This design comes from an exercise in tuning for small area and a short achievable clock period on the open sky130 flow, not from production work. Only the layout flow was run in this run; the RTL was not checked for function there.

==> flow/run.sh <==
#!/bin/bash
# synth_recipe.tcl (not shown) runs the flow's synth.tcl, then flattens the netlist and writes it again
# the make line also repeats each setting of config.mk as NAME=value (left out here)
make -C /OpenROAD-flow-scripts/flow DESIGN_CONFIG=/design/flow/config.mk WORK_HOME=/design/flow/orfs CLKGATE_MAP_FILE= SYNTH_SCRIPT=/design/flow/synth_recipe.tcl finish
==> flow/constraint.sdc <==
create_clock -name core_clock -period 34.0 [get_ports {clk}]
set_input_delay 6.8000 -clock core_clock [delete_from_list [all_inputs] [get_ports {clk}]]
set_output_delay 6.8000 -clock core_clock [all_outputs]
set_load 0.01 [all_outputs]
==> flow/config.mk <==
export PLATFORM = sky130hd
export DESIGN_NAME = tomasulo_core
export DESIGN_NICKNAME = tomasulo_core
export VERILOG_FILES = /design/flow/design.v
export SDC_FILE = /design/flow/constraint.sdc
export NUM_CORES = 4
export LEC_CHECK = 0
export CAP_MARGIN = 20
export CORE_MARGIN = 2
export CORE_UTILIZATION = 30
export SLEW_MARGIN = 20
==> flow/design.v <==
module tomasulo_core (
    input  logic        clk,
    input  logic        rst,             
    input  logic        start,           
    input  logic [15:0] prog_len,        
    input  logic [15:0] start_pc,        
    input  logic [15:0] cycle_budget,    
    output logic        running,
    output logic        finished,        
    output logic [1:0]  status,          
    output logic [15:0] imem_addr,
    input  logic [47:0] imem_data,
    output logic [15:0] dmem_raddr,
    input  logic [15:0] dmem_rdata,
    output logic        dmem_we,
    output logic [15:0] dmem_waddr,
    output logic [15:0] dmem_wdata,
    output logic        issue_valid,     
    output logic        wb_valid,        
    output logic [15:0] wb_value,
    output logic        commit_valid,    
    output logic [3:0]  commit_op,
    output logic [2:0]  commit_rd,
    output logic [15:0] commit_value
);
    localparam int N  = 6;     
    localparam int NS = 17;    
    localparam logic [3:0] OP_LOAD  = 4'd0;
    localparam logic [3:0] OP_STORE = 4'd1;
    localparam logic [3:0] OP_BEQ   = 4'd2;
    localparam logic [3:0] OP_CALL  = 4'd3;
    localparam logic [3:0] OP_RET   = 4'd4;
    localparam logic [3:0] OP_ADD   = 4'd5;
    localparam logic [3:0] OP_ADDI  = 4'd6;
    localparam logic [3:0] OP_NAND  = 4'd7;
    localparam logic [3:0] OP_MUL   = 4'd8;
    localparam logic [NS*4-1:0] ST_CLASS = {
        OP_MUL,
        OP_NAND, OP_NAND,
        OP_ADDI, OP_ADDI, OP_ADDI, OP_ADDI,
        OP_ADD,  OP_ADD,  OP_ADD,  OP_ADD,
        OP_RET, OP_CALL, OP_BEQ, OP_STORE,
        OP_LOAD, OP_LOAD
    };
    function automatic logic [3:0] st_class(input int s);
        st_class = ST_CLASS[s*4 +: 4];
    endfunction
    function automatic logic [3:0] latency(input logic [3:0] op);
        case (op)
            OP_LOAD, OP_STORE:          latency = 4'd6;
            OP_ADD, OP_ADDI:            latency = 4'd2;
            OP_MUL:                     latency = 4'd8;
            default:                    latency = 4'd1;    
        endcase
    endfunction
    function automatic logic [2:0] rob_inc(input logic [2:0] p);
        rob_inc = (p == 3'(N - 1)) ? 3'd0 : p + 3'd1;
    endfunction
    function automatic logic [2:0] rob_age(input logic [2:0] p, input logic [2:0] h);
        rob_age = (p >= h) ? p - h : p + 3'(N) - h;
    endfunction
    logic                 run_q, fin_q;
    logic [1:0]           status_q;
    logic [15:0]          pc_q, len_q, budget_q, cycle_q;
    logic [7:0][15:0]     x_q;                
    logic [7:0]           stat_v_q;           
    logic [7:0][2:0]      stat_p_q;           
    logic [2:0]           head_q, tail_q;
    logic [N-1:0][3:0]    rob_op_q;
    logic [N-1:0]         rob_dst_q;          
    logic [N-1:0][2:0]    rob_rd_q;
    logic [N-1:0]         rob_ready_q;
    logic [N-1:0][15:0]   rob_value_q;
    logic [N-1:0]         rob_akn_q;          
    logic [N-1:0][15:0]   rob_addr_q;
    logic [N-1:0][15:0]   rob_tgt_q;          
    logic [NS-1:0]        rs_busy_q;
    logic [NS-1:0][15:0]  rs_vj_q, rs_vk_q;
    logic [NS-1:0]        rs_qjv_q, rs_qkv_q;
    logic [NS-1:0][2:0]   rs_qj_q, rs_qk_q;
    logic [NS-1:0][15:0]  rs_imm_q;
    logic [NS-1:0][3:0]   rs_left_q;
    logic [NS-1:0]        rs_started_q;
    logic [NS-1:0]        rs_rr_q;
    logic [NS-1:0][2:0]   rs_rob_q;
    logic [NS-1:0][15:0]  rs_idx_q;
    logic [NS-1:0][15:0]  rs_result_q;
    logic [NS-1:0][15:0]  rs_addr_q;
    logic                 run_d, fin_d;
    logic [1:0]           status_d;
    logic [15:0]          pc_d, cycle_d;
    logic [7:0][15:0]     x_d;
    logic [7:0]           stat_v_d;
    logic [7:0][2:0]      stat_p_d;
    logic [2:0]           head_d, tail_d;
    logic [N-1:0][3:0]    rob_op_d;
    logic [N-1:0]         rob_dst_d;
    logic [N-1:0][2:0]    rob_rd_d;
    logic [N-1:0]         rob_ready_d;
    logic [N-1:0][15:0]   rob_value_d;
    logic [N-1:0]         rob_akn_d;
    logic [N-1:0][15:0]   rob_addr_d;
    logic [N-1:0][15:0]   rob_tgt_d;
    logic [NS-1:0]        rs_busy_d;
    logic [NS-1:0][15:0]  rs_vj_d, rs_vk_d;
    logic [NS-1:0]        rs_qjv_d, rs_qkv_d;
    logic [NS-1:0][2:0]   rs_qj_d, rs_qk_d;
    logic [NS-1:0][15:0]  rs_imm_d;
    logic [NS-1:0][3:0]   rs_left_d;
    logic [NS-1:0]        rs_started_d;
    logic [NS-1:0]        rs_rr_d;
    logic [NS-1:0][2:0]   rs_rob_d;
    logic [NS-1:0][15:0]  rs_idx_d;
    logic [NS-1:0][15:0]  rs_result_d;
    logic [NS-1:0][15:0]  rs_addr_d;
    logic [3:0]  in_op;
    logic [2:0]  in_ra, in_rb, in_rc;
    logic [15:0] in_imm, in_tgt;
    assign in_op  = imem_data[47:44];
    assign in_ra  = imem_data[43:41];
    assign in_rb  = imem_data[40:38];
    assign in_rc  = imem_data[37:35];
    assign in_imm = imem_data[31:16];
    assign in_tgt = imem_data[15:0];
    logic        c_commit, c_squash;
    logic [2:0]  c_h;
    logic        cdb_v;
    logic [2:0]  cdb_p;
    logic [15:0] cdb_val, cdb_addr;
    int          win;
    logic [2:0]  win_age, a;
    logic        ret_in_flight, rob_full, blocked, iss;
    logic [2:0]  q;
    logic [15:0] ea;
    int          free_s;
    logic        dst_reg;
    logic [15:0] cj_v, ck_v;
    logic        cj_q, ck_q;
    logic [2:0]  cj_p, ck_p;
    logic [3:0]  ex_op;
    logic        done;
    always_comb begin
        run_d = run_q;  fin_d = fin_q;  status_d = status_q;
        pc_d = pc_q;    cycle_d = cycle_q;  x_d = x_q;
        stat_v_d = stat_v_q;  stat_p_d = stat_p_q;
        head_d = head_q;  tail_d = tail_q;
        rob_op_d = rob_op_q;  rob_dst_d = rob_dst_q;  rob_rd_d = rob_rd_q;
        rob_ready_d = rob_ready_q;  rob_value_d = rob_value_q;
        rob_akn_d = rob_akn_q;  rob_addr_d = rob_addr_q;  rob_tgt_d = rob_tgt_q;
        rs_busy_d = rs_busy_q;  rs_vj_d = rs_vj_q;  rs_vk_d = rs_vk_q;
        rs_qjv_d = rs_qjv_q;  rs_qkv_d = rs_qkv_q;  rs_qj_d = rs_qj_q;  rs_qk_d = rs_qk_q;
        rs_imm_d = rs_imm_q;  rs_left_d = rs_left_q;  rs_started_d = rs_started_q;
        rs_rr_d = rs_rr_q;  rs_rob_d = rs_rob_q;  rs_idx_d = rs_idx_q;
        rs_result_d = rs_result_q;  rs_addr_d = rs_addr_q;
        dmem_we = 1'b0;  dmem_waddr = 16'd0;  dmem_wdata = 16'd0;
        dmem_raddr = 16'd0;
        imem_addr = pc_q;
        issue_valid = 1'b0;
        commit_valid = 1'b0;  commit_op = 4'd0;  commit_rd = 3'd0;  commit_value = 16'd0;
        c_commit = 1'b0;  c_squash = 1'b0;  c_h = head_q;
        cdb_v = 1'b0;  cdb_p = 3'd0;  cdb_val = 16'd0;  cdb_addr = 16'd0;
        win = 0;  win_age = 3'd7;  a = 3'd0;
        ret_in_flight = 1'b0;  rob_full = 1'b0;  blocked = 1'b0;  iss = 1'b0;
        q = 3'd0;  ea = 16'd0;  free_s = 0;  dst_reg = 1'b0;
        cj_v = 16'd0;  ck_v = 16'd0;  cj_q = 1'b0;  ck_q = 1'b0;  cj_p = 3'd0;  ck_p = 3'd0;
        ex_op = 4'd0;  done = 1'b0;
        if (run_q) begin
            cycle_d = cycle_q + 16'd1;
            c_h = head_q;
            if (head_q != tail_q && rob_ready_q[c_h]) begin
                c_commit     = 1'b1;
                commit_valid = 1'b1;
                commit_op    = rob_op_q[c_h];
                commit_rd    = rob_rd_q[c_h];
                commit_value = rob_value_q[c_h];
                case (rob_op_q[c_h])
                    OP_STORE: begin
                        dmem_we    = 1'b1;
                        dmem_waddr = rob_addr_q[c_h];
                        dmem_wdata = rob_value_q[c_h];
                    end
                    OP_BEQ: begin
                        if (rob_value_q[c_h][0]) begin
                            c_squash = 1'b1;
                            rs_busy_d = '0;
                            stat_v_d  = '0;
                            tail_d    = rob_inc(c_h);
                            pc_d      = rob_tgt_q[c_h];
                        end
                    end
                    OP_RET: begin
                        pc_d = rob_value_q[c_h];
                    end
                    default: begin
                        if (rob_rd_q[c_h] != 3'd0)
                            x_d[rob_rd_q[c_h]] = rob_value_q[c_h];
                    end
                endcase
                if (rob_dst_q[c_h] && stat_v_d[rob_rd_q[c_h]] && stat_p_d[rob_rd_q[c_h]] == c_h)
                    stat_v_d[rob_rd_q[c_h]] = 1'b0;
                head_d = rob_inc(c_h);
            end
            for (int s = 0; s < NS; s++) begin
                if (rs_busy_d[s] && rs_rr_q[s]) begin
                    a = rob_age(rs_rob_q[s], head_d);
                    if (!cdb_v || a < win_age) begin
                        cdb_v   = 1'b1;
                        win     = s;
                        win_age = a;
                    end
                end
            end
            if (cdb_v) begin
                cdb_p    = rs_rob_q[win];
                cdb_addr = rs_addr_q[win];
                if (st_class(win) == OP_LOAD) begin
                    dmem_raddr = rs_addr_q[win];
                    cdb_val    = dmem_rdata;
                end else begin
                    cdb_val = rs_result_q[win];
                end
                rs_busy_d[win] = 1'b0;
            end
            for (int s = 0; s < NS; s++) begin
                if (rs_busy_d[s] && !rs_qjv_q[s] && !rs_qkv_q[s] && rs_left_q[s] != 4'd0) begin
                    blocked = 1'b0;
                    if (!rs_started_q[s] && st_class(s) == OP_LOAD) begin
                        ea = rs_vj_q[s] + rs_imm_q[s];
                        for (int k = 0; k < N; k++) begin
                            if (rob_age(3'(k), head_d) < rob_age(rs_rob_q[s], head_d) &&
                                rob_op_q[k] == OP_STORE &&
                                (!rob_akn_q[k] || rob_addr_q[k] == ea))
                                blocked = 1'b1;
                        end
                    end
                    if (!blocked) begin
                        rs_started_d[s] = 1'b1;
                        rs_left_d[s]    = rs_left_q[s] - 4'd1;
                        if (rs_left_q[s] == 4'd1) begin
                            rs_rr_d[s] = 1'b1;
                            ex_op = st_class(s);
                            case (ex_op)
                                OP_ADD, OP_ADDI: rs_result_d[s] = rs_vj_q[s] + rs_vk_q[s];
                                OP_NAND:         rs_result_d[s] = ~(rs_vj_q[s] & rs_vk_q[s]);
                                OP_MUL:          rs_result_d[s] = rs_vj_q[s] * rs_vk_q[s];
                                OP_LOAD:         rs_addr_d[s]   = rs_vj_q[s] + rs_imm_q[s];
                                OP_STORE: begin
                                    rs_result_d[s] = rs_vj_q[s];
                                    rs_addr_d[s]   = rs_vk_q[s] + rs_imm_q[s];
                                end
                                OP_BEQ:          rs_result_d[s] = {15'd0, rs_vj_q[s] == rs_vk_q[s]};
                                OP_CALL:         rs_result_d[s] = rs_idx_q[s] + 16'd1;
                                default:         rs_result_d[s] = rs_vj_q[s];    
                            endcase
                        end
                    end
                end
            end
            imem_addr = pc_d;    
            for (int k = 0; k < N; k++) begin
                if (rob_age(3'(k), head_d) < rob_age(tail_d, head_d) && rob_op_q[k] == OP_RET)
                    ret_in_flight = 1'b1;
            end
            rob_full = (rob_inc(tail_d) == head_d);
            free_s = -1;
            for (int s = NS - 1; s >= 0; s--) begin
                if (st_class(s) == in_op && !rs_busy_d[s])
                    free_s = s;
            end
            if (pc_d < len_q && !ret_in_flight && !rob_full && free_s >= 0) begin
                iss = 1'b1;
                issue_valid = 1'b1;
                cj_v = 16'd0;  cj_q = 1'b0;  cj_p = 3'd0;
                ck_v = 16'd0;  ck_q = 1'b0;  ck_p = 3'd0;
                case (in_op)
                    OP_ADD, OP_NAND, OP_MUL, OP_ADDI, OP_LOAD: q = in_rb;
                    OP_STORE, OP_BEQ:                          q = in_ra;
                    OP_RET:                                    q = 3'd1;
                    default:                                   q = 3'd0;
                endcase
                if (q != 3'd0) begin
                    if (!stat_v_d[q])                   cj_v = x_d[q];
                    else if (rob_ready_q[stat_p_d[q]]) cj_v = rob_value_q[stat_p_d[q]];
                    else begin cj_q = 1'b1; cj_p = stat_p_d[q]; end
                end
                case (in_op)
                    OP_ADD, OP_NAND, OP_MUL: q = in_rc;
                    OP_STORE, OP_BEQ:        q = in_rb;
                    default:                 q = 3'd0;
                endcase
                if (q != 3'd0) begin
                    if (!stat_v_d[q])                   ck_v = x_d[q];
                    else if (rob_ready_q[stat_p_d[q]]) ck_v = rob_value_q[stat_p_d[q]];
                    else begin ck_q = 1'b1; ck_p = stat_p_d[q]; end
                end
                if (in_op == OP_ADDI) ck_v = in_imm;
                dst_reg = (in_op == OP_ADD || in_op == OP_ADDI || in_op == OP_NAND ||
                           in_op == OP_MUL || in_op == OP_LOAD || in_op == OP_CALL);
                rob_op_d[tail_d]    = in_op;
                rob_dst_d[tail_d]   = dst_reg;
                rob_rd_d[tail_d]    = (in_op == OP_CALL) ? 3'd1 : in_ra;
                rob_ready_d[tail_d] = 1'b0;
                rob_akn_d[tail_d]   = 1'b0;
                rob_tgt_d[tail_d]   = in_tgt;
                rs_busy_d[free_s]    = 1'b1;
                rs_vj_d[free_s]      = cj_v;
                rs_qjv_d[free_s]     = cj_q;
                rs_qj_d[free_s]      = cj_p;
                rs_vk_d[free_s]      = ck_v;
                rs_qkv_d[free_s]     = ck_q;
                rs_qk_d[free_s]      = ck_p;
                rs_imm_d[free_s]     = in_imm;
                rs_left_d[free_s]    = latency(in_op);
                rs_started_d[free_s] = 1'b0;
                rs_rr_d[free_s]      = 1'b0;
                rs_rob_d[free_s]     = tail_d;
                rs_idx_d[free_s]     = pc_d;
                if (dst_reg && rob_rd_d[tail_d] != 3'd0) begin
                    stat_v_d[rob_rd_d[tail_d]] = 1'b1;
                    stat_p_d[rob_rd_d[tail_d]] = tail_d;
                end
                tail_d = rob_inc(tail_d);
                pc_d   = (in_op == OP_CALL) ? in_tgt : pc_d + 16'd1;
            end
            if (cdb_v) begin
                rob_value_d[cdb_p] = cdb_val;
                rob_ready_d[cdb_p] = 1'b1;
                if (rob_op_q[cdb_p] == OP_STORE) begin
                    rob_addr_d[cdb_p] = cdb_addr;
                    rob_akn_d[cdb_p]  = 1'b1;
                end
                for (int s = 0; s < NS; s++) begin
                    if (rs_busy_d[s] && rs_qjv_d[s] && rs_qj_d[s] == cdb_p) begin
                        rs_vj_d[s]  = cdb_val;
                        rs_qjv_d[s] = 1'b0;
                    end
                    if (rs_busy_d[s] && rs_qkv_d[s] && rs_qk_d[s] == cdb_p) begin
                        rs_vk_d[s]  = cdb_val;
                        rs_qkv_d[s] = 1'b0;
                    end
                end
            end
            done = (pc_d >= len_q) && (rs_busy_d == '0) && (head_d == tail_d);
            if (done) begin
                run_d = 1'b0;  fin_d = 1'b1;  status_d = 2'd0;
            end else if (cycle_d >= budget_q) begin
                run_d = 1'b0;  fin_d = 1'b1;  status_d = 2'd1;
            end
        end
    end
    assign running  = run_q;
    assign finished = fin_q;
    assign status   = status_q;
    assign wb_valid = cdb_v;
    assign wb_value = cdb_val;
    always_ff @(posedge clk) begin
        if (rst) begin
            run_q    <= 1'b0;
            fin_q    <= 1'b0;
            status_q <= 2'd0;
        end else if (!run_q && start) begin
            run_q     <= 1'b1;
            fin_q     <= 1'b0;
            status_q  <= 2'd0;
            pc_q      <= start_pc;
            len_q     <= prog_len;
            budget_q  <= cycle_budget;
            cycle_q   <= 16'd0;
            x_q       <= '0;
            stat_v_q  <= '0;
            head_q    <= 3'd0;
            tail_q    <= 3'd0;
            rs_busy_q <= '0;
        end else begin
            run_q    <= run_d;
            fin_q    <= fin_d;
            status_q <= status_d;
            pc_q     <= pc_d;
            cycle_q  <= cycle_d;
            x_q      <= x_d;
            stat_v_q <= stat_v_d;
            stat_p_q <= stat_p_d;
            head_q   <= head_d;
            tail_q   <= tail_d;
            rs_busy_q <= rs_busy_d;
        end
    end
    always_ff @(posedge clk) begin
        rob_op_q     <= rob_op_d;
        rob_dst_q    <= rob_dst_d;
        rob_rd_q     <= rob_rd_d;
        rob_ready_q  <= rob_ready_d;
        rob_value_q  <= rob_value_d;
        rob_akn_q    <= rob_akn_d;
        rob_addr_q   <= rob_addr_d;
        rob_tgt_q    <= rob_tgt_d;
        rs_vj_q      <= rs_vj_d;
        rs_vk_q      <= rs_vk_d;
        rs_qjv_q     <= rs_qjv_d;
        rs_qkv_q     <= rs_qkv_d;
        rs_qj_q      <= rs_qj_d;
        rs_qk_q      <= rs_qk_d;
        rs_imm_q     <= rs_imm_d;
        rs_left_q    <= rs_left_d;
        rs_started_q <= rs_started_d;
        rs_rr_q      <= rs_rr_d;
        rs_rob_q     <= rs_rob_d;
        rs_idx_q     <= rs_idx_d;
        rs_result_q  <= rs_result_d;
        rs_addr_q    <= rs_addr_d;
    end
endmodule
==> run summary <==
* Cell count after synthesis at 11300
* Worst Hold Class: flip-flop to flip-flop
* Site row count at 228
* Final core occ at 0.342
* Final Skew at 0.0973 ns
* Slew Limit Fails at 0
* R2r worst-path depth at 117
* Crit end category: output pin
* Min Tclk post-route at 32.31 ns
* Synthesized flop and latch total at 1673
* Syn Nets at 12000
* # port buffers at 221
* Gpl congestion at 1.00
* Multi-input gate area at 61700 um^2
* Setup crit end: issue_valid
* Synth async-reset ratio at 0
* DP Worst Slack at 1.86 ns
* CP startpoint kind: flip-flop
* Register area share after synthesis at 0.433
* CTS root buf: clkbuf_16
* Outcome: no timing/DRC/antenna violations
* Final std cells w/o fill at 16600
* Cell taking the most area after synthesis: edfxtp_1
* Crit path kind: flip-flop to output pin
* Fillers at 38800
* Finished Cell Area at 132000 um^2
* Wire per inst at 27.4 um
* Delay of the slowest critical-path stage at 0.64 ns
* Worst R2R Setup Slack at 2.15 ns
* Global route total overflow at 0
* Final-stage net count at 12100
* Die Height at 625 um
* DRT iter0 DRCs at 11700
* Critical-path top delay cell: mux4_2
* Cell Area, Synth at 116000 um^2
* Share of the synthesized area in the top cell type at 0.433
* Setup ws final at 1.69 ns
* Clk sinks at 1673
* CP most frequent cell: ha_1
* Dominant cell by count in the synthesized netlist: edfxtp_1
* Worst r2r src: head_q[0]
* TritonCTS clock tree: built
* Gr usage total at 0.225
* Via density at 5.71
* Top cells by area, synth: edfxtp_1, mux2i_1, ha_1, nand2_1, xnor2_1
* Clock Latency Late Sink at 0.93 ns
* Fmax at 0.0309 GHz
* Synth-to-Final Area Change at 13.6%
* Largest net degree at the start of global routing at 176
* Initial Util at 0.301
* Via Count at 94700
* WP data arrival at 25.51 ns
* Worst path top cell family by delay: compound AO/OA/AOI/OAI gates
* Share of cells above drive strength 1 at 0.100
* Synth cell count leaders: edfxtp_1, mux2i_1, nand2_1
* EDFF count, synth at 1670
* Hold_ws at 0.383 ns
* Mean post-synth cell area at 10.3 um^2
* First-pass DRT Iterations at 6
* Endpoints failing hold at 0
* Setup_tns at 0 ns
* Post-CTS Hold Fix Bufs at 0
* Chip width at 625 um
* Worst Setup SP: head_q[0]
* Cell count along the critical path at 95
* Routed WL at 455000 um
* First-pass GRT wire length at 649000 um
* Register area at 50200 um^2
* Post-route ant nets at 0
* Clk slew on worst S/H paths at 0.06 ns
* Worst slew pin tran at 1.24 ns
* Dpl cells at 16200
* Slew HR at 0.161
* Core ar. at 385000 um^2
* HPWL after detailed placement at 321000 um
* Post-route DRC at 0
* Yosys cell types at 124
* Crit share post-route at 0.950
* Buffer depth of the longest clock path at 4
* Main synth FF type: edfxtp_1
* Initial antenna violation count at 43
* Reg-to-reg critical path endpoint: rs_vj_q[256]
* Required @ worst endpoint at 27.20 ns
* RSZ-0062 raised after global routing: false
* Die Area at 391000 um^2
* Vias in the first global route at 89600
* CP bufs+invs at 12
* Yosys Warn Count at 1
* Worst Path Max Fanout at 37
* CTS HTree Levels at 4
* Final Setup Violations at 0
* Max Cap Viol at 0
* TritonCTS Buffers at 200
* IO Pins at 226
* Post-DP Area at 125000 um^2
## kinds of logic after synthesis
kind of cell | synth area share
flops | 0.433
simple gates | 0.122
compound gates | 0.153
other cells | 0.0000324
buf+inv | 0.0435
xor+xnor | 0.0497
fa+ha+maj | 0.0760
mux | 0.122
## metal layers
metal	GRT usage	wire length [um]
met1	0.302	187000
met4	0.108	25000
met2	0.347	201000
met5	0.00123	218
met3	0.0411	43100
## state kept, by name, summed over array words and instances (netlist names), 17 cells and up
signal	cells
rs_vj_q	256
rs_result_q	225
rs_vk_q	208
x_q	128
rob_addr_q	96
rob_tgt_q	96
rob_value_q	96
rs_left_q	68
rs_qj_q	51
rs_qk_q	51
rs_rob_q	51
rs_addr_q	48
rs_imm_q	48
rob_op_q	24
stat_p_q	24
rob_rd_q	18
rs_busy_q	17
rs_qjv_q	17
rs_qkv_q	17
rs_rr_q	17
## worst min-delay path by stage
stage / cells past startpoint / end / slack, ns / start
after global placement: 0 / rs_result_q[40] / 0.43 / rs_vj_q[40]
after detailed placement: 0 / rs_result_q[46] / 0.43 / rs_vj_q[46]
final: 0 / rs_result_q[46] / 0.38 / rs_vj_q[46]
after floorplan: 0 / rs_result_q[32] / 0.43 / rs_vj_q[32]
after CTS: 0 / rs_result_q[46] / 0.38 / rs_vj_q[46]
after global routing: 0 / rs_result_q[81] / 0.40 / rs_vj_q[81]
## layout make-up
type / count / area share
multi-input cells: 8344 / 0.469
well taps: 5060 / 0.0481
clock buffers: 251 / 0.0400
inverters: 562 / 0.0161
flip-flops and latches: 1673 / 0.381
repair buffers: 600 / 0.0392
diodes: 11 / 0.000209
clock inverters: 98 / 0.00657
## worst register-to-register path, delay by kind of cell (launching register included)
family / cells / cell delay, ns
flip-flops: 1 / 0.36
buffers and inverters: 15 / 3.39
multiplexers: 7 / 2.78
AO/OA/AOI/OAI: 47 / 13.23
XOR/XNOR: 4 / 0.92
adder cells (fa/ha/maj): 14 / 3.69
AND/OR/NAND/NOR: 30 / 7.18
## repair_timing
| item | CTS | global route |
|---|---|---|
| buffers inserted | 0 | 3 |
| resized for setup | 0 | 12 |
| endpoints found under the setup margin | 0 | 475 |
## layout by cell type (no fill, tap or decap), types with 132 or more instances in the layout
cell,count
clkbuf_16,203
mux2i_1,1062
a211oi_1,166
xor2_1,227
xnor2_1,421
buf_4,368
nand3_1,194
ha_1,550
and2_1,188
a22o_1,170
nand2_1,1038
nor3_1,178
clkdlybuf4s50_1,221
a22oi_1,236
nor2_1,746
mux2_2,132
o21ai_0,701
inv_1,552
a21oi_1,628
edfxtp_1,1670

-- afterwards: timing with drivers on the ports --
Ports are ideal in the flow. The routed layout listed here was re-timed in OpenROAD. Step 1 sets driving cells, clkbuf_16 on the clock port and buf_2 on the other inputs (assumed; they add their load-dependent delay and slew). Step 2, shift: input delay + t, output delay - t, t = (earliest + latest rising clock arrival at the registers) / 2. This alone moves slack from input paths to output paths. Three values: ideal ports, drivers, drivers and shift; two values: the first two.
shift t [ns]: 0.990
setup WS [ns]: 1.686 / 1.582 / 2.150
hold slack, ns: 0.383 / 0.383 / 0.383
latest minus earliest clock arrival (ns): 0.098 / 0.097
cell pins on the clock port's net: 1
After both steps setup and hold are still met in this run. The setup slack of this run moves by -0.104 ns with the drivers and by +0.464 ns with both steps.
